Source: an optimization exercise on an open RTL-to-GDS flow (aim: small area, a short achievable clock period and few clock cycles per item). Production flows keep margins and buffers that such runs may drop. The RTL was checked by simulation tests, not by an equivalence proof against the original design. Power and IR drop assume default switching activity.

$ cat design.v
module ook_dec (
    input  wire        clk,
    input  wire        rst,
    input  wire        dw_en,
    input  wire [3:0]  dw_idx,
    input  wire        dw_valid,
    input  wire [5:0]  dw_klen,
    input  wire [31:0] dw_key,
    input  wire [2:0]  dw_vlen,
    input  wire [31:0] dw_val,
    input  wire        in_valid,
    output wire        in_ready,
    input  wire        in_bit,
    input  wire        in_last,
    output wire        out_valid,
    input  wire        out_ready,
    output wire [1:0]  out_kind,
    output wire [7:0]  out_byte
);
    localparam integer NE = 16;
    localparam [2:0] S_FILL  = 3'd0,
                     S_MATCH = 3'd1,
                     S_EMIT  = 3'd2,
                     S_CLOSE = 3'd3,
                     S_DONE  = 3'd4;
    localparam [1:0] K_BYTE = 2'd0, K_CLOSE = 2'd1, K_DONE = 2'd2;
    reg        d_valid [0:NE-1];
    reg [5:0]  d_klen  [0:NE-1];
    reg [31:0] d_key   [0:NE-1];
    reg [2:0]  d_vlen  [0:NE-1];
    reg [31:0] d_val   [0:NE-1];
    reg [2:0]  state;
    reg [31:0] win;        
    reg [5:0]  cnt;        
    reg        ended;      
    reg        tok_open;   
    reg [31:0] val_r;
    reg [2:0]  vlen_r;
    reg [2:0]  bcnt;
    assign in_ready  = (state == S_FILL) && !ended && (cnt != 6'd32);
    assign out_valid = (state == S_EMIT) || (state == S_CLOSE) || (state == S_DONE);
    assign out_kind  = (state == S_CLOSE) ? K_CLOSE : (state == S_DONE) ? K_DONE : K_BYTE;
    assign out_byte  = val_r[8*bcnt[1:0] +: 8];
    reg        hit;
    reg [3:0]  best;
    reg [5:0]  best_len;
    reg [31:0] mask;
    integer k;
    always @(*) begin
        hit      = 1'b0;
        best     = 4'd0;
        best_len = 6'd0;
        for (k = 0; k < NE; k = k + 1) begin
            mask = (d_klen[k] >= 6'd32) ? 32'hffffffff : ((32'd1 << d_klen[k]) - 32'd1);
            if (d_valid[k] && d_klen[k] <= cnt && ((win ^ d_key[k]) & mask) == 32'd0 &&
                d_klen[k] > best_len) begin
                hit      = 1'b1;
                best     = k[3:0];
                best_len = d_klen[k];
            end
        end
    end
    always @(posedge clk) begin
        if (rst) begin
            for (k = 0; k < NE; k = k + 1) d_valid[k] <= 1'b0;
        end else if (dw_en) begin
            d_valid[dw_idx] <= dw_valid;
            d_klen[dw_idx]  <= dw_klen;
            d_key[dw_idx]   <= dw_key;
            d_vlen[dw_idx]  <= dw_vlen;
            d_val[dw_idx]   <= dw_val;
        end
    end
    always @(posedge clk) begin
        if (rst) begin
            state    <= S_FILL;
            cnt      <= 6'd0;
            ended    <= 1'b0;
            tok_open <= 1'b0;
        end else begin
            case (state)
                S_FILL: begin
                    if (ended && cnt == 6'd0)
                        state <= S_DONE;
                    else if (ended || cnt == 6'd32)
                        state <= S_MATCH;
                    else if (in_valid) begin
                        win[cnt[4:0]] <= in_bit;
                        cnt           <= cnt + 6'd1;
                        ended         <= in_last;
                    end
                end
                S_MATCH: begin
                    if (hit) begin
                        win    <= win >> best_len;
                        cnt    <= cnt - best_len;
                        val_r  <= d_val[best];
                        vlen_r <= d_vlen[best];
                        bcnt   <= 3'd0;
                        if (d_vlen[best] != 3'd0) begin
                            tok_open <= 1'b1;
                            state    <= S_EMIT;
                        end else
                            state <= S_FILL;
                    end else begin
                        win <= win >> 1;
                        cnt <= cnt - 6'd1;
                        if (tok_open) begin
                            tok_open <= 1'b0;
                            state    <= S_CLOSE;
                        end else
                            state <= S_FILL;
                    end
                end
                S_EMIT: if (out_ready) begin
                    bcnt <= bcnt + 3'd1;
                    if (bcnt + 3'd1 == vlen_r) state <= S_FILL;
                end
                S_CLOSE: if (out_ready) state <= S_FILL;
                S_DONE: if (out_ready) begin
                    ended    <= 1'b0;
                    tok_open <= 1'b0;
                    state    <= S_FILL;
                end
                default: state <= S_FILL;
            endcase
        end
    end
endmodule
$ cat constraint.sdc
create_clock -name core_clock -period 36.0 [get_ports {clk}]
set_input_delay 7.2000 -clock core_clock [delete_from_list [all_inputs] [get_ports {clk}]]
set_output_delay 7.2000 -clock core_clock [all_outputs]
set_load 0.01 [all_outputs]
$ cat config.mk
export PLATFORM = sky130hd
export DESIGN_NAME = ook_dec
export DESIGN_NICKNAME = ook_dec
export VERILOG_FILES = /design/flow/design.v
export SDC_FILE = /design/flow/constraint.sdc
export NUM_CORES = 4
export LEC_CHECK = 0
export CAP_MARGIN = 20
export CORE_MARGIN = 2
export CORE_UTILIZATION = 40
export SLEW_MARGIN = 20
$ cat run.sh
#!/bin/bash
# synth_recipe.tcl (not shown) runs the flow's synth.tcl, then flattens the netlist and writes it again
# the make line also repeats each setting of config.mk as NAME=value (left out here)
make -C /OpenROAD-flow-scripts/flow DESIGN_CONFIG=/design/flow/config.mk WORK_HOME=/design/flow/orfs CLKGATE_MAP_FILE= SYNTH_SCRIPT=/design/flow/synth_recipe.tcl finish
==> run notes <==
status=complete, no violations; combinational power share=0.255; Routed WL=293000 um; top_reg_cell synth=edfxtp_1; Fin. Hold Viols=0; pwr dens=53.18 nW/um2; First-pass DRT Iterations=6; CP endpoint kind=register; most frequent cells in the layout=edfxtp_1, nand2_1, a21oi_1; Worst setup startpoint=d_klen[0][5]; final worst-path cycle share=0.9538; crit path launch type=register; Crit path top cell by count=buf_4; relative slew slack=0.1779; Placer Congestion=0.9946; crit path to=win[5]; grt ovf=0; Mapped Cells=6682; WP data required=36.66 ns; R2R setup slack=1.66 ns; Final Max Slew Viols=0; Die ar.=182900 um2; drt via density=6.456; Mapped Avg Cell Area=10.74 um2; dpl hpwl=178100 um; worst reg2reg endpoint=win[5]; root buffer selected by CTS=clkbuf_16; via count=59890; reg2reg start=d_klen[0][5]; Critical Path AT=35.00 ns; Clock power frac=0.355; ys async rst share=0; clock sinks=1265; final setup fails=0; layout cells sized above 1=0.1210; Hold Buf Count CTS=0; die width=427.6 um; number of synthesized flops with an enable pin=1254; P_int=2.889 mW; Clock transition at path regs=0.06 ns; pin count of the biggest net entering global routing=129; slowest CP cell=or4b_4; most common cell after layout, fill and taps aside=edfxtp_1; WS Path Type=reg2reg; row count=155; sequential area share after synthesis=0.5276; CP Max Fanout=17; CTS buffer count=143; skew final=0.03789 ns; Pwr Total=4.366 mW; sequential share of power=0.390; Leakage=27.75 nW; DRT iter0 DRCs=8976; initial antenna violation count=37; TritonCTS clock tree=built; Ys Warns=1; max-cap violations=0; first-pass GRT wire length=409300 um; dpl cells=8945; RSZ-0062 raised after global routing=yes; DRT antenna net count=0; # DRC=0; Initial Utilization=0.4023; worst-case reg-to-reg path depth=158; clock latency (worst-skew pair)=0.82 ns; Slew @ Worst Pin=1.229 ns; I/O pin cnt=97; post-layout min period=34.34 ns; switching part of the total=0.3381; port bufs=96; Yosys cell types=130; Fillers=16500; maximum clock path buffer count=3; DR WL/cell=31.58 um; Critical Path Max Stage Delay=0.60 ns; syn_nets=6966; type of the most critical hold path=reg2reg; Synth Cell Area=71780 um2; vias in the first global route=55420; die height=427.6 um; H-tree depth=4; Finished Layout Cells=9277; fmax=0.02912 GHz; Area growth syn-to-layout=14.36%; Nets=7077; sw power=1.476 mW; core area=178400 um2; Total GRT Usage=0.3110; Max VDD drop=0.05101 mV; Yosys reg bits=1265
[what timing repair did]
item / CTS / global route
gates resized for setup: 11 / 79
buffers inserted: 4 / 45
cloned: 1 / 5
hold endpoints to repair: 0 / 0
pin swaps: 1 / 26
endpoints found under the setup margin: 46 / 116
[metal layers]
metal | vias up | share of wire | GRT usage
li1 | 25650 | - | -
met1 | 29630 | 0.39 | 0.4104
met2 | 3738 | 0.44 | 0.4718
met3 | 853 | 0.10 | 0.06748
met4 | 20 | 0.066 | 0.1806
met5 | - | 0.00042 | 0
[kinds of logic (layout without fill, tap and decap cells)]
| family | Yosys count | after routing | share of synthesized area |
|---|---|---|---|
| adder cells (fa/ha/maj) | 204 | 204 | 0.03549 |
| AND/OR/NAND/NOR | 1940 | 1943 | 0.1337 |
| buffers and inverters | 662 | 885 | 0.03690 |
| AO/OA/AOI/OAI | 1905 | 1905 | 0.1749 |
| multiplexers | 137 | 138 | 0.02201 |
| other | 0 | 13 | 0 |
| XOR/XNOR | 569 | 569 | 0.06942 |
| flip-flops | 1265 | 1265 | 0.5276 |
[critical path: cells and delay by family, from the launching register on]
family / cells / cell delay (ns)
and+or+nand+nor: 68 / 14.69
AOI/OAI and AO/OA: 41 / 7.80
adders and majority gates: 14 / 4.10
buffers and inverters: 25 / 3.81
muxes: 10 / 3.17
DFF: 1 / 0.56
[Yosys cell counts, types with 19 or more instances]
| cell | count | area, um2 |
|---|---|---|
| edfxtp_1 | 1254 | 37660 |
| nand2_1 | 665 | 2496 |
| a21oi_1 | 391 | 1957 |
| nor2_1 | 377 | 1415 |
| o21ai_0 | 372 | 1862 |
| clkbuf_1 | 332 | 1246 |
| xnor2_1 | 328 | 2873 |
| xor2_1 | 241 | 2111 |
| a31oi_1 | 220 | 1376 |
| ha_1 | 198 | 2477 |
| o22ai_1 | 183 | 1145 |
| inv_1 | 165 | 619.3 |
| nand3_1 | 163 | 815.8 |
| nor3_1 | 137 | 685.7 |
| a211oi_1 | 126 | 945.9 |
| mux2i_1 | 92 | 920.9 |
| nand4_1 | 86 | 538.0 |
| buf_1 | 77 | 289.0 |
| nor2b_1 | 63 | 394.1 |
| buf_2 | 62 | 310.3 |
| and2_1 | 58 | 362.9 |
| o211ai_1 | 58 | 435.4 |
| nand2b_1 | 55 | 344.1 |
| nor4_1 | 54 | 337.8 |
| o21a_1 | 50 | 375.4 |
| a21o_1 | 49 | 367.9 |
| and3_1 | 49 | 306.5 |
| or2_2 | 43 | 269.0 |
| o31ai_1 | 38 | 285.3 |
| a22oi_1 | 36 | 270.3 |
| o221ai_1 | 30 | 262.8 |
| a221oi_1 | 28 | 245.2 |
| or3_1 | 28 | 175.2 |
| nor3b_1 | 27 | 202.7 |
| mux2_2 | 25 | 281.5 |
| a311oi_1 | 23 | 201.4 |
| o2111ai_1 | 23 | 201.4 |
| or4_1 | 23 | 172.7 |
| a22o_1 | 20 | 175.2 |
| a211o_1 | 19 | 166.4 |
[area by class of cell]
class | instances | area, um2 | share of cell area
Sequential cell | 1265 | 37880 | 0.4614
Antenna cell | 13 | 32.53 | 0.0003963
Multi-Input combinational cell | 4759 | 31850 | 0.3879
Tap cell | 2355 | 2947 | 0.03589
Timing Repair Buffer | 449 | 3741 | 0.04557
Clock buffer | 168 | 3692 | 0.04498
Clock inverter | 93 | 1300 | 0.01584
Inverter | 175 | 656.9 | 0.008002
[power groups by stage]
| stage | clock [mW] | combinational (mW) | sequential, mW |
|---|---|---|---|
| 5_1_grt | 1.62 | 1.15 | 1.70 |
| 4_1_cts | 1.56 | 1.07 | 1.70 |
| 3_3_place_gp | 0 | 1.06 | 1.73 |
| 3_5_place_dp | 0 | 1.07 | 1.73 |
| 2_1_floorplan | 0 | 0.580 | 1.71 |
| 6_report | 1.55 | 1.11 | 1.70 |
[state kept, by name, indices dropped and copies added, names as in the netlist]
register / count
bcnt: 3
cnt: 6
d_key: 512
d_klen: 96
d_val: 512
d_valid: 16
d_vlen: 48
ended: 1
state: 3
tok_open: 1
val_r: 32
vlen_r: 3
win: 32
[worst min path at each step]
stage	end	from	slack [ns]	cells after the start
floorplan	tok_open	tok_open	0.45	2
global placement	tok_open	tok_open	0.48	2
detailed placement	tok_open	tok_open	0.49	2
CTS	tok_open	tok_open	0.50	2
global route	tok_open	tok_open	0.53	2
finish	tok_open	tok_open	0.51	2
[through the flow]
stage | utilization | hold slack [ns] | setup WS (ns) | cell area (um2) | TNS [ns]
finish | 0.4601 | 0.5097 | 1.663 | 82090 | 0
global route | 0.4600 | 0.5268 | -0.2048 | 82070 | -1.051
CTS | 0.4556 | 0.5033 | 0.07464 | 81280 | 0
detailed placement | 0.4271 | 0.4946 | -0.6568 | 76200 | -5.818
global placement | 0.4270 | 0.4801 | 0.4092 | 76190 | 0
floorplan | - | 0.4546 | 1.256 | 71780 | 0
Testbench counts, summed over its fixed seeds: cycles 64,142, bits 32,818.

[afterwards: timing with drivers on the ports]
The flow's constraints put no driver on any port. The routed layout listed below was extracted and timed again, unchanged, in two steps.
Step 1: set_driving_cell puts a clkbuf_16 on clk and a buf_2 on each other input, an assumption about the parent block.
Step 2, shift: input delay + t, output delay - t, t = (earliest + latest rising clock arrival at the registers) / 2. This alone moves slack from input paths to output paths.
a / b / c = ideal / step 1 / step 2; a / b = the first two.
t (ns): 0.893
setup slack, ns: 1.663 / 1.663 / 1.663
hold slack, ns: 0.510 / 0.510 / 0.510
worst register clock-pin slew, ns: 0.07 / 0.07
After both steps this run still meets setup and hold. The setup slack of this run moves by 0.000 ns with the drivers and by 0.000 ns with both steps.
